This design comes from an exercise in tuning for small area, a short achievable clock period and few clock cycles on the open sky130 flow, not from production work.
In this exercise RTL edits were held to simulation tests only and were not proved equivalent to the original.
No activity file was given, so power comes from the tool's default toggle rates.

`flow/run.sh`:
```
#!/bin/bash
set -euo pipefail
export BUFFER_PORTS_ARGS="-buffer_cell sky130_fd_sc_hd__buf_1"
bash standard.sh > standard.log 2>&1
```
`standard.sh`:
```
#!/bin/bash
# synth_recipe.tcl (not shown) runs the flow's synth.tcl, then flattens the netlist and writes it again
# the make line also repeats each setting of config.mk as NAME=value (left out here)
make -C /OpenROAD-flow-scripts/flow DESIGN_CONFIG=/design/flow/config.mk WORK_HOME=/design/flow/orfs CLKGATE_MAP_FILE= SYNTH_SCRIPT=/design/flow/synth_recipe.tcl "${@:-finish}"
```
`config.mk`:
```
export PLATFORM = sky130hd
export DESIGN_NAME = bdm_codec
export DESIGN_NICKNAME = bdm_codec
export VERILOG_FILES = /design/flow/design.v
export SDC_FILE = /design/flow/constraint.sdc
export NUM_CORES = 4
export LEC_CHECK = 0
export ABC_CLOCK_PERIOD_IN_PS = 2500
export CAP_MARGIN = 20
export CORE_MARGIN = 2
export CORE_UTILIZATION = 40
export CTS_BUF_LIST = sky130_fd_sc_hd__clkbuf_8
export SETUP_SLACK_MARGIN = 3.5
export SLEW_MARGIN = 20
```
`constraint.sdc`:
```
create_clock -name core_clock -period 6.0 [get_ports {clk}]
set_input_delay 1.2000 -clock core_clock [delete_from_list [all_inputs] [get_ports {clk}]]
set_output_delay 1.2000 -clock core_clock [all_outputs]
set_load 0.01 [all_outputs]
```
`design.v`:
```
module bdm_codec (
    input  wire         clk,
    input  wire         rst,
    input  wire         req_valid,
    output wire         req_ready,
    input  wire [7:0]   req,
    input  wire [7:0]   p0,
    input  wire [7:0]   p1,
    input  wire [39:0]  hdr,
    input  wire [8:0]   din_len,
    input  wire         din_valid,
    output wire         din_ready,
    input  wire [7:0]   din_data,
    output wire         dout_valid,
    input  wire         dout_ready,
    output wire [7:0]   dout_data,
    output wire         dout_last,
    output wire         done,
    output wire [3:0]   st,
    output wire [2:0]   cls,
    output wire [7:0]   rb,
    output wire         rf,
    output wire [7:0]   opc,
    output wire [7:0]   ctl,
    output wire [7:0]   len,
    output wire [191:0] fld,
    output wire [7:0]   fv
);
    localparam [3:0] ST_OK        = 4'h0,
                     ST_EMPTY     = 4'h1,
                     ST_TRUNC     = 4'h2,
                     ST_CHECKSUM  = 4'h3,
                     ST_LENGTH    = 4'h4,
                     ST_UNEXP_OPC = 4'h5,
                     ST_PAY_SHORT = 4'h6,
                     ST_TOO_LONG  = 4'h7,
                     ST_ILL_OP    = 4'h8,
                     ST_ILL_ENT   = 4'h9;
    reg         rr;          
    reg         dr;          
    reg         dv;          
    reg         dl;          
    reg  [7:0]  dd;          
    reg         dn;          
    reg         k_din;       
    reg         k_enc_hdr;   
    reg         k_enc_dat;   
    reg         k_enc_cs;    
    reg         k_build;     
    reg         skv;         
    reg         k_clr;       
    reg         k_csum;
    reg         k_verify;
    reg         k_frame;     
    reg         k_pget;      
    reg         k_ser;       
    reg         k_xsel;      
    reg  [3:0]  ent;
    reg  [8:0]  rem;         
    reg         lastf;       
    reg  [4:0]  c;           
    reg  [3:0]  cb;          
    reg  [7:0]  m;           
    reg  [7:0]  x;           
    reg  [7:0]  acc;
    reg         f_trunc;     
    reg         f_len;       
    reg         f_pshort;    
    reg         f_opc;       
    reg  [7:0]  r_ctl;
    reg  [7:0]  r_opc;
    reg  [7:0]  bn [0:2];
    reg  [7:0]  b [3:13];
    reg  [3:0]  st_q;
    reg  [2:0]  cls_q;
    reg         rf_q;
    reg  [7:0]  gfn;         
    wire [15:0] eh = 16'd1 << ent;           
    wire [7:0] e_grp = {eh[11], eh[10], eh[9], eh[8], eh[6], eh[4], eh[2], eh[0]};
    wire [7:0] e_wop = ({8{eh[0]}}  & 8'h19) | ({8{eh[1]}}  & 8'h18) |
                       ({8{eh[2]}}  & 8'hAD) | ({8{eh[3]}}  & 8'hAC) |
                       ({8{eh[4]}}  & 8'h45) | ({8{eh[5]}}  & 8'h44) |
                       ({8{eh[6]}}  & 8'h3B) | ({8{eh[7]}}  & 8'h3A) |
                       ({8{eh[8]}}  & 8'h33) | ({8{eh[9]}}  & 8'h2F) |
                       ({8{eh[10]}} & 8'h85) | ({8{eh[11]}} & 8'h15);
    wire [7:0] e_minl = eh[2] ? 8'd4 : eh[8] ? 8'd5 : eh[11] ? 8'd16 : 8'd3;
    wire e_get = (e_grp != 8'h00);
    wire e_src = (ent == 4'h3);
    wire [3:0] rop = req[3:0];
    wire [3:0] ren = req[7:4];
    wire take = req_valid && rr;
    wire op_din   = (rop == 4'h1) || (rop == 4'h2) || (rop == 4'h3) ||
                    (rop == 4'h5) || (rop == 4'h7);
    wire ill_op   = (rop == 4'h0) || (rop > 4'h9);
    wire ill_ent  = ((rop == 4'h6) || (rop == 4'h7)) && (ren > 4'hB);
    wire too_long = (op_din && (din_len > 9'd261)) || ((rop == 4'h4) && (din_len > 9'd255));
    wire n_zero   = (din_len == 9'd0);
    wire frame_op = (rop == 4'h5) || (rop == 4'h7);
    wire r_get    = (ren == 4'h0) || (ren == 4'h2) || (ren == 4'h4) || (ren == 4'h6) ||
                    (ren == 4'h8) || (ren == 4'h9) || (ren == 4'hA) || (ren == 4'hB);
    reg [3:0] st_take;
    reg [2:0] cls_take;
    always @(*) begin
        if (ill_op)                              begin st_take = ST_ILL_OP;   cls_take = 3'd4; end
        else if (ill_ent)                        begin st_take = ST_ILL_ENT;  cls_take = 3'd4; end
        else if (too_long)                       begin st_take = ST_TOO_LONG; cls_take = 3'd4; end
        else if (frame_op && n_zero)             begin st_take = ST_EMPTY;    cls_take = 3'd1; end
        else                                     begin st_take = ST_OK;       cls_take = 3'd0; end
    end
    wire fail_take = ill_op || ill_ent || too_long;
    wire go_din    = op_din && !fail_take && !n_zero;
    wire go_enc    = (rop == 4'h4) && !too_long;
    wire go_build  = (rop == 4'h6) && !ill_ent;
    wire zero_len  = !(go_din || go_enc || go_build);
    wire [7:0] acc_fed = acc ^ p0;
    wire din_fire = din_valid && dr;
    wire adv      = !dv || dout_ready;               
    wire out_end  = dv && dout_ready && dl;          
    wire [4:0] c1 = (c == 5'd31) ? c : c + 5'd1;
    wire [3:0] cb1 = cb + 4'd1;
    reg  [7:0] bbyte;
    always @(*) begin
        case (cb)
            4'd1:    bbyte = 8'h01;
            4'd5:    bbyte = e_src ? 8'h07 : (e_get ? 8'h03 : 8'h04);
            4'd6:    bbyte = 8'h01;
            4'd7:    bbyte = e_wop;
            4'd8:    bbyte = e_get ? 8'h00 : r_ctl;
            4'd9:    bbyte = e_src ? r_opc : 8'h00;
            4'd10:   bbyte = e_src ? 8'h01 : 8'h00;
            default: bbyte = 8'h00;
        endcase
    end
    wire b_cs = (cb == (e_src ? 4'd13 : (e_get ? 4'd9 : 4'd10)));
    reg  [7:0] hbyte;
    always @(*) begin
        case (cb[1:0])
            2'd1:    hbyte = ~bn[0];
            2'd2:    hbyte = ~bn[1];
            2'd3:    hbyte = ~bn[2];
            default: hbyte = r_ctl;
        endcase
    end
    wire [7:0] x_cs = x ^ (dv ? dd : 8'h00);
    wire cs_ok  = (x == din_data);
    wire pre_ok = !f_trunc && !f_len && !f_opc && !f_pshort;
    wire fin_ok = pre_ok && cs_ok;
    reg [3:0] st_fin;
    reg [2:0] cls_fin;
    always @(*) begin
        if (f_trunc)          begin st_fin = ST_TRUNC;     cls_fin = 3'd1; end
        else if (!cs_ok)      begin st_fin = ST_CHECKSUM;  cls_fin = 3'd2; end
        else if (f_len)       begin st_fin = ST_LENGTH;    cls_fin = 3'd1; end
        else if (f_opc)       begin st_fin = ST_UNEXP_OPC; cls_fin = 3'd3; end
        else if (f_pshort)    begin st_fin = ST_PAY_SHORT; cls_fin = 3'd3; end
        else                  begin st_fin = ST_OK;        cls_fin = 3'd0; end
    end
    wire din_end = k_din && din_fire && lastf;       
    wire fail_end = din_end && k_frame && !fin_ok;
    wire [7:0] bz   = din_data & {8{k_din}};
    wire       bclr = rr || k_clr;
    always @(posedge clk) begin
        st_q  <= take ? st_take : (din_end && k_frame) ? st_fin : k_clr ? st_q : ST_OK;
        cls_q <= take ? cls_take : (din_end && k_frame) ? cls_fin : k_clr ? cls_q : 3'd0;
        rf_q  <= din_end && k_verify && cs_ok;
        gfn   <= ~((din_end && k_pget && fin_ok) ? e_grp : 8'h00);
    end
    wire skid_out = k_enc_dat && !din_fire && skv && adv;    
    always @(posedge clk) begin
        if (rst) begin
            rr        <= 1'b1;
            dr        <= 1'b0;
            dv        <= 1'b0;
            dn        <= 1'b0;
            k_din     <= 1'b0;
            k_enc_hdr <= 1'b0;
            k_enc_dat <= 1'b0;
            k_enc_cs  <= 1'b0;
            k_build   <= 1'b0;
            skv       <= 1'b0;
            k_clr     <= 1'b0;
            acc       <= 8'h00;
        end else begin
            dn    <= 1'b0;
            k_clr <= fail_end;
            if (take) begin
                rr        <= zero_len;
                dn        <= zero_len;
                dr        <= go_din;
                k_din     <= go_din;
                k_enc_hdr <= go_enc;
                k_build   <= go_build;
                dv        <= go_enc || go_build;
                if (rop == 4'h8) acc <= 8'h00;
                if (rop == 4'h9) acc <= acc_fed;
            end
            if (din_end) begin
                dr    <= 1'b0;
                k_din <= 1'b0;
                if (!fail_end) begin
                    dn <= 1'b1;
                    rr <= 1'b1;
                end
            end
            if (k_clr) begin
                dn <= 1'b1;
                rr <= 1'b1;
            end
            if (k_enc_hdr && adv && cb == 4'd4) begin
                k_enc_hdr <= 1'b0;
                if (rem == 9'd0) begin
                    k_enc_cs <= 1'b1;
                end else begin
                    k_enc_dat <= 1'b1;
                    dr        <= 1'b1;
                end
            end
            if (k_enc_dat) begin
                if (din_fire) begin
                    if (adv) begin
                        dv <= 1'b1;
                    end else begin
                        skv <= 1'b1;
                        dr  <= 1'b0;
                    end
                    if (lastf) begin
                        dr <= 1'b0;
                        if (adv) begin
                            k_enc_dat <= 1'b0;
                            k_enc_cs  <= 1'b1;
                        end
                    end
                end else if (skv && adv) begin
                    dv  <= 1'b1;
                    skv <= 1'b0;
                    if (rem == 9'd0) begin
                        k_enc_dat <= 1'b0;
                        k_enc_cs  <= 1'b1;
                    end else begin
                        dr <= 1'b1;
                    end
                end else if (adv) begin
                    dv <= 1'b0;
                end
            end
            if (k_enc_cs && adv) begin
                dv       <= 1'b1;
                k_enc_cs <= 1'b0;
            end
            if (k_build && adv && b_cs)
                k_build <= 1'b0;
            if (out_end) begin
                dv <= 1'b0;
                dn <= 1'b1;
                rr <= 1'b1;
            end
        end
    end
    integer i;
    always @(posedge clk) begin
        if (rr) begin
            k_csum   <= (rop == 4'h2);
            k_verify <= (rop == 4'h3);
            k_frame  <= frame_op;
            k_pget   <= (rop == 4'h7) && r_get;
            k_ser    <= (rop == 4'h7) && (ren == 4'hB);
            k_xsel   <= (rop == 4'h1) || (rop == 4'h2);
            ent      <= ren;
            rem      <= din_len;
            lastf    <= (din_len == 9'd1);
            m        <= (go_din && frame_op) ? din_len[7:0] - 8'd6 : 8'h00;
            c        <= 5'd0;
            cb       <= 4'd1;
            dl       <= 1'b0;
            dd       <= (rop == 4'h4) ? hdr[7:0] : 8'hA6;
            x        <= (rop == 4'h9) ? acc_fed : 8'h00;
            f_trunc  <= frame_op && (din_len < 9'd7);
            f_len    <= 1'b0;
            f_pshort <= 1'b0;
            f_opc    <= 1'b0;
            bn[0]    <= ~hdr[15:8];
            bn[1]    <= ~hdr[23:16];
            bn[2]    <= ~hdr[31:24];
            r_ctl    <= go_enc ? hdr[39:32] : go_build ? p0 : 8'h00;
            r_opc    <= go_build ? p1 : 8'h00;
        end
        for (i = 3; i < 14; i = i + 1)
            if (bclr || (k_ser && din_fire && c == i + 7))
                b[i] <= bz;
        if (k_din && din_fire) begin
            c     <= c1;
            rem   <= rem - 9'd1;
            lastf <= (rem == 9'd2);
            if (!lastf)       x <= x ^ din_data;
            else if (!k_xsel) x <= 8'h00;
            else if (!k_csum) x <= x ^ din_data;
            if (c == 5'd4) begin
                f_len    <= (din_data < 8'd2) || (din_data != m);
                f_pshort <= k_pget && (m < e_minl);
            end
            if (c == 5'd6) f_opc <= k_pget && (din_data != e_wop);
            if (c == 5'd5 && k_frame) r_ctl <= din_data;
            if (c == 5'd6 && k_frame) r_opc <= din_data;
            if (c == 5'd7) bn[0]  <= ~din_data;
            if (c == 5'd8) bn[1]  <= ~din_data;
            if (c == 5'd9) bn[2]  <= ~din_data;
        end
        if (k_enc_hdr && adv) begin
            dd <= hbyte;
            cb <= cb1;
        end
        if (k_enc_dat && din_fire) begin
            rem   <= rem - 9'd1;
            lastf <= (rem == 9'd2);
            if (adv) dd <= din_data;
            else     r_opc <= din_data;
        end
        if (skid_out) dd <= r_opc;
        if (k_enc_cs && adv) begin
            dd <= x_cs;
            dl <= 1'b1;
        end
        if (k_build && adv) begin
            cb <= cb1;
            if (b_cs) begin
                dd <= x_cs;
                dl <= 1'b1;
            end else begin
                dd <= bbyte;
            end
        end
        if ((k_enc_hdr || k_enc_dat || k_enc_cs || k_build || dl) && dv && dout_ready)
            x <= x_cs;
        if (k_clr) begin
            r_ctl <= 8'h00;
            r_opc <= 8'h00;
            m     <= 8'h00;
        end
        if (out_end) begin
            r_ctl <= 8'h00;
            r_opc <= 8'h00;
        end
    end
    assign req_ready  = rr;
    assign din_ready  = dr;
    assign dout_valid = dv;
    assign dout_data  = dd;
    assign dout_last  = dl;
    assign done       = dn;
    assign st         = st_q;
    assign cls        = cls_q;
    assign rb         = x;
    assign rf         = rf_q;
    assign opc        = r_opc;
    assign ctl        = r_ctl;
    assign len        = m;
    assign fv         = ~gfn;
    assign fld[  7:  0] = ~(bn[0] | {8{gfn[0]}});                
    assign fld[ 15:  8] = ~(bn[0] | {8{gfn[1]}});                
    assign fld[ 23: 16] = ~(bn[1] | {8{gfn[1]}});                
    assign fld[ 31: 24] = ~(bn[0] | {8{gfn[2]}});                
    assign fld[ 39: 32] = {6'd0, ~(bn[0][1:0] | {2{gfn[3]}})};   
    assign fld[ 47: 40] = ~(bn[0] | {8{gfn[4]}});                
    assign fld[ 55: 48] = ~(bn[1] | {8{gfn[4]}});                
    assign fld[ 63: 56] = ~(bn[2] | {8{gfn[4]}});                
    assign fld[ 71: 64] = ~(bn[0] | {8{gfn[5]}});                
    assign fld[ 79: 72] = ~(bn[0] | {8{gfn[6]}});                
    assign fld[ 87: 80] = ~(bn[0] | {8{gfn[7]}});                
    assign fld[ 95: 88] = ~(bn[1] | {8{gfn[7]}});                
    assign fld[103: 96] = ~(bn[2] | {8{gfn[7]}});                
    genvar g;
    generate
        for (g = 3; g < 14; g = g + 1) begin : g_ser
            assign fld[80 + 8*g +: 8] = b[g];                    
        end
    endgenerate
endmodule
```
==> results of run 1 <==
-- metrics by stage --
step                      utilization  setup WS, ns  power, mW
final                           0.507          3.46       3.62
after global routing            0.507          3.43       3.76
after CTS                       0.497          3.42       3.62
after global placement          0.460          2.34       2.19
after detailed placement        0.461          2.30       2.20
after floorplan                     -          3.14       2.02
-- power groups by stage --
stage               clock (mW)  sequential, mW  combinational (mW)
finish                    1.42            1.80               0.399
global route              1.52            1.81               0.435
CTS                       1.45            1.80               0.380
detailed placement           0            1.83               0.368
global placement             0            1.83               0.366
floorplan                    0            1.80               0.225
-- final cells by class --
class	instances	area (µm²)
fill	2637	13700
sequential	221	5720
multi-input combinational	868	5340
timing repair buffer	368	1640
clock buffer	44	606
tap	378	473
clock inverter	30	201
inverter	40	150
-- worst min-delay path by stage --
stage | end | slack [ns] | depth (start not counted)
floorplan | rf_q | 0.44 | 1
global placement | rf_q | 0.47 | 1
detailed placement | rf_q | 0.48 | 1
CTS | rf_q | 0.50 | 1
global route | rf_q | 0.51 | 1
finish | rf_q | 0.48 | 1
-- worst register-to-register path, delay by kind of cell, from the launching register on --
kind,cells,cell delay (ns)
AOI/OAI and AO/OA,4,1.37
adders and majority gates,1,0.30
DFF,1,0.45
buffers and inverters,2,0.32
-- routing by layer --
| layer | vias to the layer above | routed length (µm) | global-route usage |
|---|---|---|---|
| li1 | 5061 | - | - |
| met1 | 5152 | 17400 | 0.351 |
| met2 | 589 | 18300 | 0.406 |
| met3 | 76 | 3600 | 0.0565 |
| met4 | 0 | 1080 | 0.0826 |
| met5 | - | 0 | 0 |
-- state kept, by name, summed over array words and instances, names as in the netlist, 8 cells and up --
| signal | flops |
|---|---|
| bn | 24 |
| r_opc | 8 |
| dd | 8 |
| acc | 8 |
| m | 8 |
| rem | 9 |
| b | 88 |
| x | 8 |
| r_ctl | 8 |
| gfn | 8 |
-- logic make-up after synthesis --
logic type | after synthesis | synth area share
adder cells (fa/ha/maj) | 18 | 0.0199
AO/OA/AOI/OAI | 289 | 0.174
flip-flops | 221 | 0.501
XOR/XNOR | 48 | 0.0371
AND/OR/NAND/NOR | 500 | 0.214
multiplexers | 7 | 0.00751
other | 1 | 0.000331
buffers and inverters | 134 | 0.0466
-- layout by cell type (no fill, tap or decap), types with 8 or more instances in the layout --
cell type,count
sky130_fd_sc_hd__nand3_1,26
sky130_fd_sc_hd__nand2b_1,22
sky130_fd_sc_hd__nor2_1,168
sky130_fd_sc_hd__ha_1,17
sky130_fd_sc_hd__a31oi_1,16
sky130_fd_sc_hd__dfxtp_1,78
sky130_fd_sc_hd__nand2_1,119
sky130_fd_sc_hd__buf_1,292
sky130_fd_sc_hd__and3_1,19
sky130_fd_sc_hd__o22ai_1,15
sky130_fd_sc_hd__nor2b_1,27
sky130_fd_sc_hd__a21oi_1,32
sky130_fd_sc_hd__nand4_1,18
sky130_fd_sc_hd__buf_4,29
sky130_fd_sc_hd__o211ai_1,29
sky130_fd_sc_hd__a221oi_1,14
sky130_fd_sc_hd__clkbuf_2,24
sky130_fd_sc_hd__or3_1,10
sky130_fd_sc_hd__and2_1,18
sky130_fd_sc_hd__nor3_1,15
sky130_fd_sc_hd__dfxtp_2,11
sky130_fd_sc_hd__a311oi_1,10
sky130_fd_sc_hd__buf_2,12
sky130_fd_sc_hd__inv_1,55
sky130_fd_sc_hd__clkbuf_8,44
sky130_fd_sc_hd__edfxtp_1,125
sky130_fd_sc_hd__o21ai_0,82
sky130_fd_sc_hd__xnor2_1,28
sky130_fd_sc_hd__xor2_1,20
sky130_fd_sc_hd__a22oi_1,8
sky130_fd_sc_hd__o221ai_1,10
-- what timing repair did --
action / 4_1_cts / 5_1_grt
hold endpoints to repair: 0 / 0
pin swaps: 6 / 6
resized for setup: 53 / 79
setup buffers: 12 / 12
setup endpoints to repair: 206 / 171
hold buffers: 0 / 0
==> results.py, run 1 <==
metrics = {
    "status": {
        "status": "finished clean",
    },
    "clocking": {
        "insertion_delay_of_the_later_clocked_pin_in_the_worst_skew_pair_ns": 0.55,
        "clockBufferDepth": 3,
        "clock-root-buffer": "sky130_fd_sc_hd__clkbuf_8",
        "cts-buffers-inserted": 40,
        "htree_num_levels": 2,
        "clk_pin_slew_ns": 0.06,
        "clock_sink_count": 221,
        "clock_tree_from_tritoncts": "done",
    },
    "global_route": {
        "grt_antenna_before_repair": 0,
        "grt_usage": 0.257,
        "first_global_vias": 9560,
        "grt_overflow_total": 0,
        "pin_count_of_the_biggest_net_entering_global_routing": 78,
        "grt_first_pass_wirelength_um": 57500,
    },
    "timing": {
        "final.hold.worst_slack_ns": 0.484,
        "slew_headroom": 0.393,
        "slew_violations": 0,
        "post-route-period-util": 0.423,
        "timing.final.setup_violations": 0,
        "worstMarginPinSlew_ns": 0.906,
        "grt_setup_unrepaired": "yes",
        "totalNegativeSetupSlack_ns": 0,
        "period_needed_ns": 2.54,
        "hold_violations": 0,
        "fmaxAchievable_ghz": 0.394,
        "clock-skew-final_ns": 0.0273,
    },
    "detailed_routing": {
        "route.detailed.vias_per_inst": 5.58,
        "post_drt_wl_per_cell_um": 20.7,
        "vias": 10900,
        "drt_pass1_iterations": 5,
        "residual_drc": 0,
        "postRouteAntennaNets": 0,
        "drtIter0Drc": 1111,
        "sum_of_routed_wire_length_over_all_layers_um": 40400,
    },
    "worst_setup_path": {
        "worst_r2r_endpoint": "dd[1]",
        "cp.buffers_inverters": 2,
        "crit_end": "dd[1]",
        "worstPathCellList": "inv_1 > ha_1 > inv_1 > o22ai_1 > o311ai_0 > a41oi_1 > a32o_1",
        "timing_worst_setup_path_type": "register to register",
        "cp-startpoint": "cb[1]",
        "critPathRequiredTime_ns": 6.44,
        "reg2regPathDepth": 7,
        "cp_num_cells": 7,
        "crit_arrival_ns": 2.98,
        "critical_path.most_common_cell": "sky130_fd_sc_hd__inv_1",
        "slowest_stage": "sky130_fd_sc_hd__o311ai_0",
        "critical-path-max-stage-delay_ns": 0.73,
        "crit-reg2reg-launch": "cb[1]",
        "critical_path_peak_fanout": 10,
        "endpoint_kind": "register",
        "timing.critical_path.from_type": "register",
        "crit_family": "compound AO/OA/AOI/OAI gates",
        "r2r_setup_slack_ns": 3.46,
    },
    "final_layout": {
        "finalInstanceArea_mm2": 0.0141,
        "final_net_count": 1643,
        "diodes": 0,
        "fraction_of_layout_instances_using_a_drive_strength_above_1": 0.128,
        "final_cells": 1949,
        "areaGrowthSynthToFinish_pct": 24.7,
    },
    "placed_design": {
        "hpwlAfterDp_um": 28800,
        "dpl_cell_area_mm2": 0.0128,
        "buffer_ports.inserted": 332,
        "place_congestion": 0.986,
        "placed_cells": 1851,
    },
    "logic_synthesis": {
        "synth-seq-cells": 221,
        "postSynthCellCount": 1218,
        "share_of_the_synthesized_area_in_the_top_cell_type": 0.331,
        "cell_with_the_most_instances_after_synthesis": "sky130_fd_sc_hd__nor2_1",
        "async_reset_ff_frac": 0,
        "ys_top_cells_by_area": "sky130_fd_sc_hd__edfxtp_1, sky130_fd_sc_hd__dfxtp_1, sky130_fd_sc_hd__nor2_1",
        "syn_area_per_cell_um2": 9.30,
        "synth_edf_count": 125,
        "yosysWarningCount": 3,
        "synth_cell_types": 80,
        "syn-cell-area_mm2": 0.0113,
        "synth_common_cells": "sky130_fd_sc_hd__nor2_1, sky130_fd_sc_hd__edfxtp_1, sky130_fd_sc_hd__nand2_1",
        "synth_top_area_cell": "sky130_fd_sc_hd__edfxtp_1",
        "seq_area_frac_synth": 0.501,
        "dominantRegCellSynth": "sky130_fd_sc_hd__edfxtp_1",
    },
    "floorplan": {
        "top_level_ports": 339,
        "design.core.area_mm2": 0.0279,
        "fp.dieW_um": 172,
        "placement_rows": 61,
        "die-height_um": 172,
        "starting_density_of_the_core": 0.407,
        "floorplan_die_area_mm2": 0.0297,
    },
    "power_and_ir_drop": {
        "cellInternalPower_mw": 2.61,
        "switchingPower_mw": 1.01,
        "power.leakage_nw": 5.48,
        "power_density_mw_per_mm2": 256,
        "ir_worst_vdd_uv": 159,
        "power.sequential.fraction": 0.496,
        "pwr-share-clk": 0.393,
        "p_sw_frac": 0.278,
        "p_comb_frac": 0.110,
    },
    "job": {
        "max_cap_viol_count": 0,
    },
    "worst_hold_path": {
        "hold_path_class": "register to register",
        "min-delay-start": "k_verify",
    },
}
Testbench counts, summed over its fixed seeds: cycles 26,864.
==> run 2, diff against run 1 <==
--- a/config.mk
+++ b/config.mk
@@ -5,7 +5,6 @@
 export SDC_FILE = /design/flow/constraint.sdc
 export NUM_CORES = 4
 export LEC_CHECK = 0
-export ABC_CLOCK_PERIOD_IN_PS = 2500
 export CAP_MARGIN = 20
 export CORE_MARGIN = 2
 export CORE_UTILIZATION = 40
==> results.py, run 2 <==
metrics = {
    "status": {
        "status": "finished clean",
    },
    "worst_setup_path": {
        "r2r_setup_slack_ns": 3.46,
        "crit_arrival_ns": 2.98,
        "timing_worst_setup_path_type": "register to register",
        "crit-reg2reg-launch": "cb[1]",
        "endpoint_kind": "register",
        "critical_path_peak_fanout": 10,
        "reg2regPathDepth": 7,
        "critPathRequiredTime_ns": 6.44,
        "timing.critical_path.from_type": "register",
        "worst_r2r_endpoint": "dd[1]",
    },
    "final_layout": {
        "final_common_cell": "sky130_fd_sc_hd__buf_1",
        "largest-register": "b",
        "final_core_utilization": 0.507,
        "fraction_of_layout_instances_using_a_drive_strength_above_1": 0.128,
        "final_net_count": 1643,
        "areaGrowthSynthToFinish_pct": 24.7,
        "max_reg_flops": 88,
        "final_cells": 1949,
        "most-common-layout-cells": "sky130_fd_sc_hd__buf_1, sky130_fd_sc_hd__nor2_1, sky130_fd_sc_hd__edfxtp_1, sky130_fd_sc_hd__nand2_1, sky130_fd_sc_hd__o21ai_0",
        "diodes": 0,
        "largest_registers": "b x88, bn x24, rem x9",
    },
    "logic_synthesis": {
        "synth-simple-area-share": 0.214,
        "largest_family_of_logic_cells_by_synthesized_area": "simple AND/OR/NAND/NOR gates",
        "synth_common_cells": "sky130_fd_sc_hd__nor2_1, sky130_fd_sc_hd__edfxtp_1, sky130_fd_sc_hd__nand2_1",
        "syn_area_per_cell_um2": 9.30,
        "synth_xor_area_frac": 0.0371,
        "post_synth_mux_area_share": 0.00751,
        "share_of_the_synthesized_area_in_the_top_cell_type": 0.331,
        "seq_area_frac_synth": 0.501,
        "synth_top_area_cell": "sky130_fd_sc_hd__edfxtp_1",
        "adder_cell_area_share_of_the_yosys_netlist": 0.0199,
        "dominantRegCellSynth": "sky130_fd_sc_hd__edfxtp_1",
        "syn-cell-area_mm2": 0.0113,
        "synth_edf_count": 125,
        "synth_compound_area_frac": 0.174,
        "ys_top_cells_by_area": "sky130_fd_sc_hd__edfxtp_1, sky130_fd_sc_hd__dfxtp_1, sky130_fd_sc_hd__nor2_1",
        "async_reset_ff_frac": 0,
        "synth_cell_types": 80,
        "synth-seq-cells": 221,
        "yosysWarningCount": 3,
        "postSynthCellCount": 1218,
        "cell_with_the_most_instances_after_synthesis": "sky130_fd_sc_hd__nor2_1",
    },
    "clocking": {
        "insertion_delay_of_the_later_clocked_pin_in_the_worst_skew_pair_ns": 0.55,
        "htree_num_levels": 2,
        "clock_tree_from_tritoncts": "done",
        "clock_sink_count": 221,
        "clock-root-buffer": "sky130_fd_sc_hd__clkbuf_8",
        "clockBufferDepth": 3,
        "cts-buffers-inserted": 40,
        "clk_pin_slew_ns": 0.06,
    },
    "power_and_ir_drop": {
        "cellInternalPower_mw": 2.61,
        "power.sequential.fraction": 0.496,
        "ir_worst_vdd_uv": 159,
        "pwr-share-clk": 0.393,
        "p_sw_frac": 0.278,
        "totalPowerFinal_mw": 3.62,
        "p_comb_frac": 0.110,
        "switchingPower_mw": 1.01,
        "power.leakage_nw": 5.48,
        "power_density_mw_per_mm2": 256,
    },
    "worst_hold_path": {
        "hold_depth": 1,
        "hold_path_class": "register to register",
        "worstHoldEndpoint": "rf_q",
        "min-delay-start": "k_verify",
    },
    "timing": {
        "layout_setup_ws_ns": 3.46,
        "post-route-period-util": 0.423,
        "grt_setup_unrepaired": "yes",
        "hold_violations": 0,
        "timing.final.setup_violations": 0,
        "slew_headroom": 0.393,
        "fmaxAchievable_ghz": 0.394,
        "slew_violations": 0,
        "clock-skew-final_ns": 0.0273,
        "totalNegativeSetupSlack_ns": 0,
        "worstMarginPinSlew_ns": 0.906,
        "period_needed_ns": 2.54,
    },
    "floorplan": {
        "top_level_ports": 339,
        "fp.dieW_um": 172,
        "floorplan_die_area_mm2": 0.0297,
        "design.core.area_mm2": 0.0279,
        "placement_rows": 61,
        "die-height_um": 172,
        "starting_density_of_the_core": 0.407,
    },
    "global_route": {
        "grt_overflow_total": 0,
        "grt_first_pass_wirelength_um": 57500,
        "grt_usage": 0.257,
        "grt_antenna_before_repair": 0,
        "pin_count_of_the_biggest_net_entering_global_routing": 78,
        "first_global_vias": 9560,
    },
    "placed_design": {
        "place_congestion": 0.986,
        "buffer_ports.inserted": 332,
        "hpwlAfterDp_um": 28800,
        "placed_cells": 1851,
        "place_ws_ns": 2.30,
    },
    "detailed_routing": {
        "vias": 10900,
        "route.detailed.vias_per_inst": 5.58,
        "drt_pass1_iterations": 5,
        "postRouteAntennaNets": 0,
        "post_drt_wl_per_cell_um": 20.7,
        "drtIter0Drc": 1111,
        "residual_drc": 0,
        "sum_of_routed_wire_length_over_all_layers_um": 40400,
    },
    "job": {
        "max_cap_viol_count": 0,
    },
}
-- run 2: cell counts after synthesis --
Identical to the previous run, type by type.
-- run 2: kinds of logic (layout without fill, tap and decap cells) --
logic type / after synthesis / count (layout)
flops: 221 / 221
buf+inv: 134 / 482
compound gates: 289 / 289
fa+ha+maj: 18 / 18
mux: 7 / 7
simple gates: 500 / 500
xor+xnor: 48 / 48
other cells: 1 / 6
-- run 2: worst max path at each step --
stage	cells past startpoint	end	from
2_1_floorplan	5	k_din	din_len[6]
3_3_place_gp	6	gfn[1]	din_data[1]
3_5_place_dp	6	gfn[4]	din_data[1]
4_1_cts	6	b[10][3]	din_valid
5_1_grt	7	dd[1]	cb[1]
6_report	7	dd[1]	cb[1]
-- run 2: what timing repair did --
action / 4_1_cts / 5_1_grt
resized for setup: 53 / 79
pin swaps: 6 / 6
hold buffers: 0 / 0
setup buffers: 12 / 12
endpoints found under the setup margin: 206 / 171
-- run 2: worst max-delay path: stages (launching register included) --
cell and delay, ns:
sky130_fd_sc_hd__edfxtp_1 0.45, sky130_fd_sc_hd__inv_1 0.11, sky130_fd_sc_hd__ha_1 0.30, sky130_fd_sc_hd__inv_1 0.21, sky130_fd_sc_hd__o22ai_1 0.14, sky130_fd_sc_hd__o311ai_0 0.73
sky130_fd_sc_hd__a41oi_1 0.23, sky130_fd_sc_hd__a32o_1 0.27
-- run 2: metal layers --
layer / global-route usage / wire (µm) / part of all wire / vias to the layer above
li1: - / - / - / 5061
met1: 0.351 / 17400 / 0.43 / 5152
met2: 0.406 / 18300 / 0.45 / 589
met3: 0.0565 / 3600 / 0.089 / 76
met4: 0.0826 / 1080 / 0.027 / 0
met5: 0 / 0 / 0 / -
-- run 2: stage by stage --
step	hold WS (ns)	cell area, µm²
finish	0.484	14100
global route	0.513	14100
CTS	0.497	13800
detailed placement	0.476	12800
global placement	0.467	12800
floorplan	0.443	11500
-- run 2: final cells by class --
class	count	area [µm²]
inverters	40	150
multi-input cells	868	5340
clock inverters	30	201
clock buffers	44	606
repair buffers	368	1640
well taps	378	473
flip-flops and latches	221	5720
fillers	2637	13700
-- run 2: power by group through the flow --
| stage | Sequential, mW | Combinational, mW | Clock, mW |
|---|---|---|---|
| after detailed placement | 1.83 | 0.368 | 0 |
| after CTS | 1.80 | 0.380 | 1.45 |
| final | 1.80 | 0.399 | 1.42 |
| after floorplan | 1.80 | 0.225 | 0 |
| after global placement | 1.83 | 0.366 | 0 |
| after global routing | 1.81 | 0.435 | 1.52 |
==> run 3, diff against run 2 <==
--- a/config.mk
+++ b/config.mk
@@ -5,9 +5,12 @@
 export SDC_FILE = /design/flow/constraint.sdc
 export NUM_CORES = 4
 export LEC_CHECK = 0
+export ABC_AREA = 1
 export CAP_MARGIN = 20
 export CORE_MARGIN = 2
 export CORE_UTILIZATION = 40
 export CTS_BUF_LIST = sky130_fd_sc_hd__clkbuf_8
+export CTS_CLUSTER_DIAMETER = 70
+export CTS_CLUSTER_SIZE = 14
 export SETUP_SLACK_MARGIN = 3.5
 export SLEW_MARGIN = 20
==> results.py, run 3 <==
metrics = {
    "floorplan": {
        "starting_density_of_the_core": 0.404,
        "top_level_ports": 339,
        "fp.dieW_um": 174,
        "design.core.area_mm2": 0.0285,
        "placement_rows": 62,
        "floorplan_die_area_mm2": 0.0301,
        "die-height_um": 174,
    },
    "logic_synthesis": {
        "seq_area_frac_synth": 0.494,
        "yosysWarningCount": 3,
        "share_of_the_synthesized_area_in_the_top_cell_type": 0.327,
        "synth_cell_types": 51,
        "synth_edf_count": 125,
        "async_reset_ff_frac": 0,
        "ys_top_cells_by_area": "sky130_fd_sc_hd__edfxtp_1, sky130_fd_sc_hd__dfxtp_1, sky130_fd_sc_hd__nand2_1",
        "syn_area_per_cell_um2": 8.06,
        "synth-seq-cells": 221,
        "synth_common_cells": "sky130_fd_sc_hd__nand2_1, sky130_fd_sc_hd__nor2_1, sky130_fd_sc_hd__inv_1",
        "synth_top_area_cell": "sky130_fd_sc_hd__edfxtp_1",
        "postSynthCellCount": 1426,
        "syn-cell-area_mm2": 0.0115,
        "dominantRegCellSynth": "sky130_fd_sc_hd__edfxtp_1",
        "cell_with_the_most_instances_after_synthesis": "sky130_fd_sc_hd__nand2_1",
    },
    "placed_design": {
        "hpwlAfterDp_um": 29400,
        "place_congestion": 0.938,
        "buffer_ports.inserted": 332,
    },
    "final_layout": {
        "final_core_utilization": 0.485,
        "diodes": 0,
        "areaGrowthSynthToFinish_pct": 20.0,
        "max_reg_flops": 88,
        "largest_registers": "b x88, bn x24, rem x9",
        "final_net_count": 1843,
        "largest-register": "b",
        "final_common_cell": "sky130_fd_sc_hd__buf_1",
        "fraction_of_layout_instances_using_a_drive_strength_above_1": 0.110,
        "most-common-layout-cells": "sky130_fd_sc_hd__buf_1, sky130_fd_sc_hd__nand2_1, sky130_fd_sc_hd__nor2_1, sky130_fd_sc_hd__inv_1, sky130_fd_sc_hd__o21ai_0",
    },
    "global_route": {
        "grt_antenna_before_repair": 0,
        "pin_count_of_the_biggest_net_entering_global_routing": 75,
        "grt_overflow_total": 0,
        "met3_usage": 0.0246,
        "grt_first_pass_wirelength_um": 58700,
        "grt_usage": 0.249,
        "use_met1": 0.357,
        "gr-usage-met2": 0.416,
        "grt.busiest_layer": "met2",
        "first_global_vias": 9883,
    },
    "power_and_ir_drop": {
        "power.sequential.fraction": 0.552,
        "ir_worst_vdd_uv": 114,
        "pwr-share-clk": 0.280,
        "switchingPower_mw": 1.04,
        "p_sw_frac": 0.311,
        "power.leakage_nw": 5.79,
        "p_comb_frac": 0.168,
        "power_density_mw_per_mm2": 244,
        "cellInternalPower_mw": 2.32,
    },
    "timing": {
        "post-route-period-util": 0.425,
        "slew_headroom": 0.507,
        "timing.final.setup_violations": 0,
        "worstMarginPinSlew_ns": 0.731,
        "grt_setup_unrepaired": "yes",
        "hold_violations": 0,
        "clock-skew-final_ns": 0.0143,
        "fmaxAchievable_ghz": 0.392,
        "totalNegativeSetupSlack_ns": 0,
        "slew_violations": 0,
        "period_needed_ns": 2.55,
    },
    "clocking": {
        "clock-root-buffer": "sky130_fd_sc_hd__clkbuf_8",
        "insertion_delay_of_the_later_clocked_pin_in_the_worst_skew_pair_ns": 0.56,
        "clk_pin_slew_ns": 0.11,
        "cts-buffers-inserted": 20,
        "clock_sink_count": 221,
        "htree_num_levels": 1,
        "clockBufferDepth": 3,
        "clock_tree_from_tritoncts": "done",
    },
    "worst_hold_path": {
        "hold_path_class": "register to register",
    },
    "job": {
        "max_cap_viol_count": 0,
    },
    "detailed_routing": {
        "post_drt_wl_per_cell_um": 18.7,
        "postRouteAntennaNets": 0,
        "drt_pass1_iterations": 7,
        "sum_of_routed_wire_length_over_all_layers_um": 40000,
        "vias": 11100,
        "drtIter0Drc": 921,
        "route.detailed.vias_per_inst": 5.21,
        "residual_drc": 0,
    },
    "worst_setup_path": {
        "crit_arrival_ns": 1.35,
        "critPathRequiredTime_ns": 4.80,
        "timing.critical_path.from_type": "register",
        "timing_worst_setup_path_type": "register to output pin",
        "critical_path_peak_fanout": 12,
        "endpoint_kind": "output pin",
    },
    "status": {
        "status": "finished clean",
    },
}
run 3: cell families after synthesis:
| group | count (synthesis) | synth area share |
|---|---|---|
| AND/OR/NAND/NOR | 622 | 0.226 |
| flip-flops | 221 | 0.494 |
| XOR/XNOR | 40 | 0.0305 |
| adder cells (fa/ha/maj) | 18 | 0.0196 |
| buffers and inverters | 240 | 0.0862 |
| other | 1 | 0.000326 |
| AO/OA/AOI/OAI | 284 | 0.144 |
run 3: final cells by class:
cell class / instances / area (µm²)
repair buffers: 354 / 1550
clock inverters: 15 / 124
fillers: 2905 / 14700
clock buffers: 20 / 275
inverters: 171 / 646
multi-input cells: 971 / 5000
flip-flops and latches: 221 / 5720
well taps: 384 / 480
run 3: through the flow:
step | hold slack, ns | setup slack (ns) | cells | power [mW] | instance area (µm²)
6_report | 0.477 | 3.45 | 2136 | 3.36 | 13800
5_1_grt | 0.495 | 3.41 | 2136 | 3.50 | 13800
4_1_cts | 0.476 | 3.40 | 2129 | 3.36 | 13600
3_5_place_dp | 0.460 | 2.80 | 2090 | 2.43 | 13000
3_3_place_gp | 0.456 | 2.87 | 2090 | 2.42 | 13000
2_1_floorplan | 0.441 | 3.34 | 1431 | 2.20 | 11500
run 3: layer usage:
layer  vias to the layer above  part of all wire
li1                       5306                 -
met1                      5243              0.44
met2                       534              0.46
met5                         -                 0
met3                        44             0.078
met4                         0             0.017
run 3: path summary, 6_finish.rpt:
check / from / end / slack (ns) / cells after the start
max reg2reg: cb[1] / dd[4] / 3.74 / 10
min reg2reg: skv / skv / 0.48 / 2
min: skv / skv / 0.48 / 2
max: gfn[4] / fld[46] / 3.45 / 3
run 3: repair_timing:
action,4_1_cts,5_1_grt
gates resized for setup,50,59
gates cloned,0,1
pin swaps,0,6
hold buffers,0,0
setup buffers,4,6
endpoints found under the setup margin,140,160
run 3: power groups by stage:
| stage | clock [mW] | combinational [mW] | sequential [mW] |
|---|---|---|---|
| 2_1_floorplan | 0 | 0.316 | 1.88 |
| 3_3_place_gp | 0 | 0.527 | 1.89 |
| 6_report | 0.942 | 0.563 | 1.86 |
| 3_5_place_dp | 0 | 0.533 | 1.89 |
| 4_1_cts | 0.953 | 0.549 | 1.85 |
| 5_1_grt | 1.01 | 0.619 | 1.87 |
run 3: worst max-delay path, cell delays in order, from the launching register on:
cell	delay, ns
sky130_fd_sc_hd__dfxtp_4	0.37
sky130_fd_sc_hd__buf_12	0.15
sky130_fd_sc_hd__nor2_1	0.12
sky130_fd_sc_hd__buf_2	0.16
==> run 4, diff against run 3 <==
==> config.mk (replaced) <==
export PLATFORM = sky130hd
export DESIGN_NAME = bdm_codec
export DESIGN_NICKNAME = bdm_codec
export VERILOG_FILES = /design/flow/design.v
export SDC_FILE = /design/flow/constraint.sdc
export NUM_CORES = 4
export LEC_CHECK = 0
export CAP_MARGIN = 20
export CORE_MARGIN = 2
export CORE_UTILIZATION = 40
export CTS_BUF_LIST = sky130_fd_sc_hd__clkbuf_16
export CTS_CLUSTER_DIAMETER = 80
export CTS_CLUSTER_SIZE = 20
export SETUP_SLACK_MARGIN = 3.5
export SLEW_MARGIN = 20
==> results.py, run 4 <==
metrics = {
    "status": {
        "status": "finished clean",
    },
    "logic_synthesis": {
        "synth_top_area_cell": "sky130_fd_sc_hd__edfxtp_1",
        "async_reset_ff_frac": 0,
        "dominantRegCellSynth": "sky130_fd_sc_hd__edfxtp_1",
        "syn_area_per_cell_um2": 9.30,
        "synth-seq-cells": 221,
        "yosysWarningCount": 3,
        "cell_with_the_most_instances_after_synthesis": "sky130_fd_sc_hd__nor2_1",
        "share_of_the_synthesized_area_in_the_top_cell_type": 0.331,
        "seq_area_frac_synth": 0.501,
        "ys_top_cells_by_area": "sky130_fd_sc_hd__edfxtp_1, sky130_fd_sc_hd__dfxtp_1, sky130_fd_sc_hd__nor2_1",
        "postSynthCellCount": 1218,
        "synth_edf_count": 125,
        "syn-cell-area_mm2": 0.0113,
        "synth_cell_types": 80,
        "synth_common_cells": "sky130_fd_sc_hd__nor2_1, sky130_fd_sc_hd__edfxtp_1, sky130_fd_sc_hd__nand2_1",
    },
    "clocking": {
        "clock_sink_count": 221,
        "insertion_delay_of_the_later_clocked_pin_in_the_worst_skew_pair_ns": 0.51,
        "cts_hold_repair_buffers": 0,
        "clock_tree_from_tritoncts": "done",
        "cts-buffers-inserted": 16,
        "clk_pin_slew_ns": 0.09,
        "clock-root-buffer": "sky130_fd_sc_hd__clkbuf_16",
        "clockBufferDepth": 3,
        "htree_num_levels": 1,
    },
    "floorplan": {
        "floorplan_die_area_mm2": 0.0297,
        "fp.dieW_um": 172,
        "design.core.area_mm2": 0.0279,
        "top_level_ports": 339,
        "placement_rows": 61,
        "die-height_um": 172,
        "starting_density_of_the_core": 0.407,
    },
    "power_and_ir_drop": {
        "totalPowerFinal_mw": 3.30,
        "power.leakage_nw": 5.22,
        "ir_worst_vdd_uv": 203,
        "power_density_mw_per_mm2": 237,
    },
    "worst_setup_path": {
        "critPathRequiredTime_ns": 6.44,
        "crit_arrival_ns": 2.96,
        "endpoint_kind": "register",
        "timing_worst_setup_path_type": "input pin to register",
        "critical-path-max-stage-delay_ns": 0.55,
        "timing.critical_path.from_type": "input pin",
        "critical_path_peak_fanout": 5,
        "slowest_stage": "sky130_fd_sc_hd__or4_4",
        "worstPathCellList": "buf_8 > or4_4 > a211o_1 > a32o_2 > or3_4 > a211oi_2",
        "reg2regPathDepth": 6,
    },
    "worst_hold_path": {
        "hold_path_class": "register to register",
        "hold_depth": 1,
    },
    "final_layout": {
        "fraction_of_layout_instances_using_a_drive_strength_above_1": 0.0979,
        "final_common_cell": "sky130_fd_sc_hd__buf_1",
        "final_cells": 1910,
        "max_reg_flops": 88,
        "final_net_count": 1626,
        "most-common-layout-cells": "sky130_fd_sc_hd__buf_1, sky130_fd_sc_hd__nor2_1, sky130_fd_sc_hd__edfxtp_1, sky130_fd_sc_hd__nand2_1",
        "diodes": 0,
        "final_core_utilization": 0.499,
        "areaGrowthSynthToFinish_pct": 22.6,
        "largest_registers": "b x88, bn x24, rem x9",
        "largest-register": "b",
    },
    "timing": {
        "post-route-period-util": 0.419,
        "grt_setup_unrepaired": "yes",
        "slew_headroom": 0.446,
        "layout_setup_ws_ns": 3.48,
        "hold_violations": 0,
        "slew_violations": 0,
        "fmaxAchievable_ghz": 0.398,
        "timing.final.setup_violations": 0,
        "worstMarginPinSlew_ns": 0.827,
        "totalNegativeSetupSlack_ns": 0,
        "clock-skew-final_ns": 0.0368,
        "period_needed_ns": 2.52,
    },
    "global_route": {
        "grt_antenna_before_repair": 0,
        "grt_usage": 0.255,
        "grt_first_pass_wirelength_um": 57200,
        "pin_count_of_the_biggest_net_entering_global_routing": 78,
        "first_global_vias": 9397,
        "grt_overflow_total": 0,
    },
    "detailed_routing": {
        "vias": 10900,
        "drtIter0Drc": 1279,
        "post_drt_wl_per_cell_um": 21.2,
        "residual_drc": 0,
        "route.detailed.vias_per_inst": 5.68,
        "sum_of_routed_wire_length_over_all_layers_um": 40400,
        "postRouteAntennaNets": 0,
        "drt_pass1_iterations": 6,
    },
    "placed_design": {
        "hpwlAfterDp_um": 28800,
        "place_ws_ns": 2.30,
        "placed_cells": 1851,
        "place_congestion": 0.986,
        "buffer_ports.inserted": 332,
    },
    "job": {
        "max_cap_viol_count": 0,
    },
}
## run 4: cell count changes after synthesis, sizes merged, moves of 17 or more
| cell | before | now |
|---|---|---|
| nor2b | 0 | 27 |
| buf | 28 | 11 |
| nor2 | 226 | 169 |
| nand2b | 0 | 24 |
| clkbuf | 41 | 83 |
| and3 | 1 | 19 |
| nand3 | 62 | 30 |
| nand2 | 295 | 125 |
| and2 | 0 | 20 |
| inv | 169 | 39 |
| o21ai | 143 | 87 |
| a21oi | 76 | 32 |
## run 4: final cells by class
class	count	area [µm²]
fillers	2650	14000
repair buffers	375	1670
clock buffers	17	425
well taps	378	473
inverters	40	150
flip-flops and latches	221	5710
multi-input cells	868	5380
clock inverters	11	78.8
## run 4: what timing repair did
item	4_1_cts	5_1_grt
resized for setup	56	52
setup endpoints to repair	220	149
pin swaps	9	12
setup buffers	19	12
## run 4: power breakdown
group	internal (mW)	switching (mW)	leakage (nW)	total, mW
logic	0.149	0.262	2.71	0.411
clock network	0.530	0.561	0.271	1.09
registers	1.69	0.101	2.23	1.79
## run 4: cell families after synthesis
| family | after synthesis | share of synthesized area |
|---|---|---|
| AND/OR/NAND/NOR | 500 | 0.214 |
| AO/OA/AOI/OAI | 289 | 0.174 |
| flip-flops | 221 | 0.501 |
| buffers and inverters | 134 | 0.0466 |
| XOR/XNOR | 48 | 0.0371 |
| adder cells (fa/ha/maj) | 18 | 0.0199 |
| multiplexers | 7 | 0.00751 |
| other | 1 | 0.000331 |
## run 4: metrics by stage
step                hold WS, ns  area (µm²)
floorplan                 0.443       11500
global placement          0.467       12800
detailed placement        0.476       12800
finish                    0.487       13900
CTS                       0.500       13600
global route              0.517       13900
## run 4: path summary, 6_finish.rpt
path | start | end | slack (ns)
hold / removal | k_verify | rf_q | 0.49
setup / recovery | din_len[5] | k_din | 3.48
setup reg to reg | cb[1] | dd[3] | 3.60
hold reg to reg | k_verify | rf_q | 0.49
## run 4: worst max-delay path: cells and delay by family
kind / cells / cell delay (ns)
AO/OA/AOI/OAI: 3 / 0.75
buffers and inverters: 1 / 0.10
AND/OR/NAND/NOR: 2 / 0.91
## run 4: routing by layer
metal,vias to the layer above,track usage,routed length (µm)
met1,5134,0.359,17500
met5,-,0,0
met4,0,0.0731,1030
met2,633,0.406,18300
li1,5007,-,-
met3,81,0.0391,3590
==> run 5, diff against run 4 <==
--- a/config.mk
+++ b/config.mk
@@ -7,7 +7,7 @@
 export LEC_CHECK = 0
 export CAP_MARGIN = 20
 export CORE_MARGIN = 2
-export CORE_UTILIZATION = 40
+export CORE_UTILIZATION = 35
 export CTS_BUF_LIST = sky130_fd_sc_hd__clkbuf_16
 export CTS_CLUSTER_DIAMETER = 80
 export CTS_CLUSTER_SIZE = 20
==> results.py, run 5 <==
metrics = {
    "status": {
        "status": "finished clean",
    },
    "timing": {
        "post-route-period-util": 0.430,
        "slew_violations": 0,
        "worstMarginPinSlew_ns": 0.885,
        "slew_headroom": 0.407,
        "totalNegativeSetupSlack_ns": 0,
        "hold_violations": 0,
        "period_needed_ns": 2.58,
        "fmaxAchievable_ghz": 0.388,
        "grt_setup_unrepaired": "yes",
        "timing.final.setup_violations": 0,
        "clock-skew-final_ns": 0.0256,
        "layout_setup_ws_ns": 3.42,
    },
    "logic_synthesis": {
        "seq_area_frac_synth": 0.501,
        "synth_common_cells": "sky130_fd_sc_hd__nor2_1, sky130_fd_sc_hd__edfxtp_1, sky130_fd_sc_hd__nand2_1",
        "async_reset_ff_frac": 0,
        "syn-cell-area_mm2": 0.0113,
        "yosysWarningCount": 3,
        "postSynthCellCount": 1218,
        "cell_with_the_most_instances_after_synthesis": "sky130_fd_sc_hd__nor2_1",
        "share_of_the_synthesized_area_in_the_top_cell_type": 0.331,
        "ys_top_cells_by_area": "sky130_fd_sc_hd__edfxtp_1, sky130_fd_sc_hd__dfxtp_1, sky130_fd_sc_hd__nor2_1",
        "synth_edf_count": 125,
        "synth_top_area_cell": "sky130_fd_sc_hd__edfxtp_1",
        "synth_cell_types": 80,
        "syn_area_per_cell_um2": 9.30,
        "synth-seq-cells": 221,
        "dominantRegCellSynth": "sky130_fd_sc_hd__edfxtp_1",
    },
    "detailed_routing": {
        "route.met2.wl_um": 19300,
        "residual_drc": 0,
        "wl_met1_um": 17900,
        "post_drt_wl_per_cell_um": 21.8,
        "postRouteAntennaNets": 0,
        "wl_met3_um": 3760,
        "vias": 10900,
        "sum_of_routed_wire_length_over_all_layers_um": 42300,
        "route.detailed.vias_per_inst": 5.63,
        "topRoutingLayerUsed": "met5",
        "drtIter0Drc": 1031,
        "drt_pass1_iterations": 7,
    },
    "clocking": {
        "insertion_delay_of_the_later_clocked_pin_in_the_worst_skew_pair_ns": 0.51,
        "clock_tree_from_tritoncts": "done",
        "clockBufferDepth": 3,
        "clock-root-buffer": "sky130_fd_sc_hd__clkbuf_16",
        "cts-buffers-inserted": 16,
        "clk_pin_slew_ns": 0.09,
        "cts_hold_repair_buffers": 0,
        "clock_sink_count": 221,
        "htree_num_levels": 1,
    },
    "final_layout": {
        "fraction_of_layout_instances_using_a_drive_strength_above_1": 0.105,
        "final_cells": 1940,
        "max_reg_flops": 88,
        "areaGrowthSynthToFinish_pct": 24.2,
        "largest_registers": "b x88, bn x24, rem x9",
        "most-common-layout-cells": "sky130_fd_sc_hd__buf_1, sky130_fd_sc_hd__nor2_1, sky130_fd_sc_hd__edfxtp_1, sky130_fd_sc_hd__nand2_1, sky130_fd_sc_hd__o21ai_0",
        "layout.area.seq_mm2": 0.00571,
        "final_net_count": 1631,
        "multi_input_comb_area_mm2": 0.00544,
        "final.fill_count": 3096,
        "final_common_cell": "sky130_fd_sc_hd__buf_1",
        "finalInstanceArea_mm2": 0.0141,
        "largest-register": "b",
    },
    "floorplan": {
        "design.core.area_mm2": 0.0317,
        "starting_density_of_the_core": 0.357,
        "fp.dieW_um": 184,
        "placement_rows": 65,
        "floorplan_die_area_mm2": 0.0338,
        "die-height_um": 184,
        "top_level_ports": 339,
    },
    "worst_setup_path": {
        "timing.critical_path.from_type": "register",
        "critical-path-max-stage-delay_ns": 0.48,
        "endpoint_kind": "output pin",
        "worstPathCellList": "buf_6 > nor2_1 > buf_1",
        "slowest_stage": "sky130_fd_sc_hd__dfxtp_4",
        "critical_path_peak_fanout": 14,
        "timing_worst_setup_path_type": "register to output pin",
        "crit_family": "flip-flops",
        "crit_arrival_ns": 1.38,
        "critPathRequiredTime_ns": 4.80,
        "cp.buffers_inverters": 2,
    },
    "job": {
        "max_cap_viol_count": 0,
    },
    "placed_design": {
        "hpwlAfterDp_um": 29700,
        "buffer_ports.inserted": 332,
        "dpl_cell_area_mm2": 0.0129,
        "place_congestion": 0.924,
        "placed_cells": 1876,
        "place_ws_ns": 2.24,
    },
    "power_and_ir_drop": {
        "ir_worst_vdd_uv": 148,
        "power_density_mw_per_mm2": 237,
        "power.leakage_nw": 5.26,
    },
    "worst_hold_path": {
        "hold_path_class": "register to register",
    },
    "global_route": {
        "grt_overflow_total": 0,
        "grt_first_pass_wirelength_um": 60100,
        "pin_count_of_the_biggest_net_entering_global_routing": 74,
        "grt_usage": 0.233,
        "grt_antenna_before_repair": 2,
        "first_global_vias": 9717,
    },
}
## run 5: through the flow
step | hold slack (ns) | util | power [mW]
after floorplan | 0.443 | - | 2.02
after global placement | 0.462 | 0.406 | 2.20
after detailed placement | 0.465 | 0.406 | 2.20
after CTS | 0.487 | 0.432 | 3.33
after global routing | 0.516 | 0.444 | 3.45
final | 0.483 | 0.444 | 3.34
## run 5: path summary, 6_finish.rpt
| kind | from | end | slack [ns] | depth (start not counted) |
|---|---|---|---|---|
| setup / recovery | gfn[4] | fld[51] | 3.42 | 3 |
| hold / removal | k_verify | rf_q | 0.48 | 1 |
| setup reg to reg | cb[0] | dd[4] | 3.46 | 7 |
| hold reg to reg | k_verify | rf_q | 0.48 | 1 |
## run 5: area by class of cell
class / instances / share of cell area
sequential: 221 / 0.406
multi-input combinational: 869 / 0.387
timing repair buffer: 379 / 0.124
tap: 402 / 0.0357
clock buffer: 17 / 0.0302
inverter: 40 / 0.0109
clock inverter: 11 / 0.00649
antenna: 1 / 0.000178
## run 5: kinds of logic (layout without fill, tap and decap cells)
group                      Yosys count  count (layout)  synth area share
muxes                                7               7           0.00751
DFF                                221             221             0.501
xor gates and xnor gates            48              48            0.0371
AOI/OAI and AO/OA                  289             290             0.174
other                                1               7          0.000331
adders and majority gates           18              18            0.0199
and+or+nand+nor                    500             500             0.214
buffers and inverters              134             447            0.0466
## run 5: timing repair
action | CTS | global route
endpoints found under the setup margin | 268 | 151
gates cloned | 0 | 1
gates resized for setup | 62 | 57
pin swaps | 9 | 17
hold endpoints to repair | 0 | 0
setup buffers | 16 | 18
## run 5: power by group
group / internal (mW) / switching (mW)
logic: 0.153 / 0.263
clock network: 0.569 / 0.557
registers: 1.69 / 0.104
## run 5: per-layer routing
layer / GRT usage / vias up
met2: 0.374 / 602
met5: 0 / -
met4: 0.0720 / 2
li1: - / 5030
met3: 0.0382 / 92
met1: 0.320 / 5200
==> run 6, diff against run 5 <==
--- a/config.mk
+++ b/config.mk
@@ -5,11 +5,13 @@
 export SDC_FILE = /design/flow/constraint.sdc
 export NUM_CORES = 4
 export LEC_CHECK = 0
+export ABC_AREA = 1
 export CAP_MARGIN = 20
 export CORE_MARGIN = 2
-export CORE_UTILIZATION = 35
+export CORE_UTILIZATION = 40
 export CTS_BUF_LIST = sky130_fd_sc_hd__clkbuf_16
 export CTS_CLUSTER_DIAMETER = 80
 export CTS_CLUSTER_SIZE = 20
 export SETUP_SLACK_MARGIN = 3.5
 export SLEW_MARGIN = 20
+export TNS_END_PERCENT = 0
==> results.py, run 6 <==
metrics = {
    "status": {
        "status": "finished clean",
    },
    "logic_synthesis": {
        "synth_edf_count": 125,
        "async_reset_ff_frac": 0,
        "syn_area_per_cell_um2": 8.06,
        "synth_common_cells": "sky130_fd_sc_hd__nand2_1, sky130_fd_sc_hd__nor2_1, sky130_fd_sc_hd__inv_1",
        "synth_cell_types": 51,
        "syn-cell-area_mm2": 0.0115,
        "share_of_the_synthesized_area_in_the_top_cell_type": 0.327,
        "yosysWarningCount": 3,
        "synth_top_area_cell": "sky130_fd_sc_hd__edfxtp_1",
        "seq_area_frac_synth": 0.494,
        "synth-seq-cells": 221,
        "cell_with_the_most_instances_after_synthesis": "sky130_fd_sc_hd__nand2_1",
        "ys_top_cells_by_area": "sky130_fd_sc_hd__edfxtp_1, sky130_fd_sc_hd__dfxtp_1, sky130_fd_sc_hd__nand2_1",
        "postSynthCellCount": 1426,
        "dominantRegCellSynth": "sky130_fd_sc_hd__edfxtp_1",
    },
    "timing": {
        "clock-skew-final_ns": 0.0201,
        "slew_violations": 0,
        "totalNegativeSetupSlack_ns": 0,
        "slew_headroom": 0.325,
        "timing.final.setup_violations": 0,
        "fmaxAchievable_ghz": 0.376,
        "hold_violations": 0,
        "worstMarginPinSlew_ns": 1.00,
        "grt_setup_unrepaired": "yes",
        "post-route-period-util": 0.443,
        "period_needed_ns": 2.66,
    },
    "clocking": {
        "cts-buffers-inserted": 16,
        "clock_tree_from_tritoncts": "done",
        "clk_pin_slew_ns": 0.09,
        "clock-root-buffer": "sky130_fd_sc_hd__clkbuf_16",
        "clock_sink_count": 221,
        "htree_num_levels": 1,
        "clockBufferDepth": 3,
        "insertion_delay_of_the_later_clocked_pin_in_the_worst_skew_pair_ns": 0.51,
    },
    "final_layout": {
        "final_common_cell": "sky130_fd_sc_hd__buf_1",
        "multi_input_comb_area_mm2": 0.00489,
        "max_reg_flops": 88,
        "areaGrowthSynthToFinish_pct": 17.8,
        "final_net_count": 1829,
        "largest-register": "b",
        "final.fill_count": 2870,
        "layout.area.seq_mm2": 0.00569,
        "largest_registers": "b x88, bn x24, rem x9",
        "diodes": 0,
        "most-common-layout-cells": "sky130_fd_sc_hd__buf_1, sky130_fd_sc_hd__nand2_1, sky130_fd_sc_hd__nor2_1, sky130_fd_sc_hd__inv_1, sky130_fd_sc_hd__o21ai_0",
        "fraction_of_layout_instances_using_a_drive_strength_above_1": 0.0628,
    },
    "global_route": {
        "grt_first_pass_wirelength_um": 58400,
        "pin_count_of_the_biggest_net_entering_global_routing": 75,
        "grt_antenna_before_repair": 0,
        "grt_overflow_total": 0,
        "first_global_vias": 9663,
        "grt_usage": 0.250,
    },
    "detailed_routing": {
        "vias": 10900,
        "post_drt_wl_per_cell_um": 18.7,
        "route.detailed.vias_per_inst": 5.16,
        "drt_pass1_iterations": 5,
        "drtIter0Drc": 1240,
        "sum_of_routed_wire_length_over_all_layers_um": 39600,
        "postRouteAntennaNets": 0,
        "residual_drc": 0,
    },
    "floorplan": {
        "floorplan_die_area_mm2": 0.0301,
        "design.core.area_mm2": 0.0285,
        "die-height_um": 174,
        "placement_rows": 62,
        "fp.dieW_um": 174,
        "starting_density_of_the_core": 0.404,
        "top_level_ports": 339,
    },
    "worst_hold_path": {
        "min-delay-start": "skv",
        "hold_path_class": "register to register",
    },
    "worst_setup_path": {
        "timing_worst_setup_path_type": "register to output pin",
        "timing.critical_path.from_type": "register",
        "critPathRequiredTime_ns": 4.80,
        "worstPathCellList": "buf_8 > buf_1",
        "slowest_stage": "sky130_fd_sc_hd__dfxtp_4",
        "crit_arrival_ns": 1.46,
        "r2r_setup_slack_ns": 3.50,
        "cp-startpoint": "rr",
        "critical-path-max-stage-delay_ns": 0.47,
        "reg2regPathDepth": 8,
        "crit_family": "flip-flops",
        "crit_end": "req_ready",
        "crit-reg2reg-launch": "cb[1]",
        "critical_path_peak_fanout": 31,
        "cp.buffers_inverters": 2,
        "endpoint_kind": "output pin",
        "cp_num_cells": 2,
        "worst_r2r_endpoint": "dd[2]",
    },
    "power_and_ir_drop": {
        "totalPowerFinal_mw": 3.49,
        "power.leakage_nw": 5.58,
        "power_density_mw_per_mm2": 257,
        "ir_worst_vdd_uv": 149,
    },
    "placed_design": {
        "place_congestion": 0.926,
        "hpwlAfterDp_um": 29800,
        "buffer_ports.inserted": 332,
    },
    "job": {
        "max_cap_viol_count": 0,
    },
}
## run 6: changes by cell type after synthesis, moves of 18 or more
cell	previous run	this run
sky130_fd_sc_hd__and2_1	20	0
sky130_fd_sc_hd__nand2b_1	24	0
sky130_fd_sc_hd__nor2_1	169	217
sky130_fd_sc_hd__clkbuf_1	83	41
sky130_fd_sc_hd__nand2_1	125	287
sky130_fd_sc_hd__nand3_1	30	58
sky130_fd_sc_hd__nor2b_1	27	0
sky130_fd_sc_hd__a21oi_1	32	69
sky130_fd_sc_hd__and3_1	19	1
sky130_fd_sc_hd__inv_1	39	160
sky130_fd_sc_hd__o21ai_0	86	130
## run 6: per-layer routing
layer	global-route usage	part of all wire
met4	0.0505	0.014
met2	0.417	0.47
met3	0.0272	0.073
met1	0.352	0.44
met5	0	0
## run 6: what timing repair did
action	CTS	global route
endpoints found under the hold margin	0	0
gates resized for setup	8	13
setup buffers	1	0
endpoints found under the setup margin	185	234
hold buffers	0	0
## run 6: how the worst min path moves through the flow
stage | cells after the start | endpoint | slack [ns]
floorplan | 2 | skv | 0.44
global placement | 2 | skv | 0.45
detailed placement | 2 | skv | 0.46
CTS | 2 | skv | 0.47
global route | 2 | acc[1] | 0.49
finish | 2 | skv | 0.47
## run 6: final cells by class
class                           instances  share of cell area
Multi-Input combinational cell        970               0.361
Clock inverter                         12             0.00637
Sequential cell                       221               0.420
Tap cell                              384              0.0355
Inverter                              171              0.0474
Timing Repair Buffer                  345               0.100
Clock buffer                           16              0.0296
## run 6: kinds of logic after synthesis
logic type | share of synthesized area
XOR/XNOR | 0.0305
AND/OR/NAND/NOR | 0.226
adder cells (fa/ha/maj) | 0.0196
flip-flops | 0.494
AO/OA/AOI/OAI | 0.144
buffers and inverters | 0.0862
other | 0.000326
## run 6: tightest hold or removal path, delay by kind of cell (launching register included)
| family | cells | cell delay [ns] |
|---|---|---|
| AO/OA/AOI/OAI | 1 | 0.05 |
| flip-flops | 1 | 0.32 |
| AND/OR/NAND/NOR | 1 | 0.06 |
## run 6: metrics by stage
step / area, µm² / setup WS [ns] / util / cells / hold slack [ns]
6_report: 13500 / 3.34 / 0.476 / 2119 / 0.471
5_1_grt: 13500 / 3.30 / 0.476 / 2119 / 0.494
3_3_place_gp: 13000 / 2.83 / 0.456 / 2090 / 0.450
3_5_place_dp: 13000 / 2.81 / 0.456 / 2090 / 0.457
2_1_floorplan: 11500 / 3.34 / - / 1431 / 0.441
4_1_cts: 13500 / 3.35 / 0.475 / 2119 / 0.470
## run 6: where the power goes
part | internal (mW) | leakage (nW) | switching (mW)
combinational | 0.167 | 3.13 | 0.380
sequential | 1.74 | 2.20 | 0.118
clock | 0.506 | 0.252 | 0.574

[re-timing with driven ports]
Ports are ideal in the flow. The routed layouts listed here were re-timed in OpenROAD.
Step 1 sets driving cells, clkbuf_16 on the clock port and buf_2 on the other inputs (assumed; they add their load-dependent delay and slew).
Step 2 times the ports against the registers' clock, not the clock port: input delays grow and output delays shrink by t, the midpoint of the rising clock arrivals with the driver on.
a / b / c = ideal / step 1 / step 2; a / b = the first two.
run | t, ns | slack for setup (ns) | worst hold slack (ns)
run 1 | 0.586 | 3.460 / 3.453 / 2.903 | 0.484 / 0.484 / 0.484
run 2 | 0.586 | 3.460 / 3.453 / 2.903 | 0.484 / 0.484 / 0.484
run 3 | 0.585 | 3.447 / 3.411 / 3.008 | 0.477 / 0.477 / 0.477
run 4 | 0.540 | 3.484 / 3.468 / 2.953 | 0.487 / 0.487 / 0.487
run 5 | 0.549 | 3.421 / 3.367 / 2.890 | 0.483 / 0.483 / 0.483
run 6 | 0.544 | 3.339 / 3.294 / 2.874 | 0.471 / 0.471 / 0.471
After both steps every run listed still meets setup and hold.
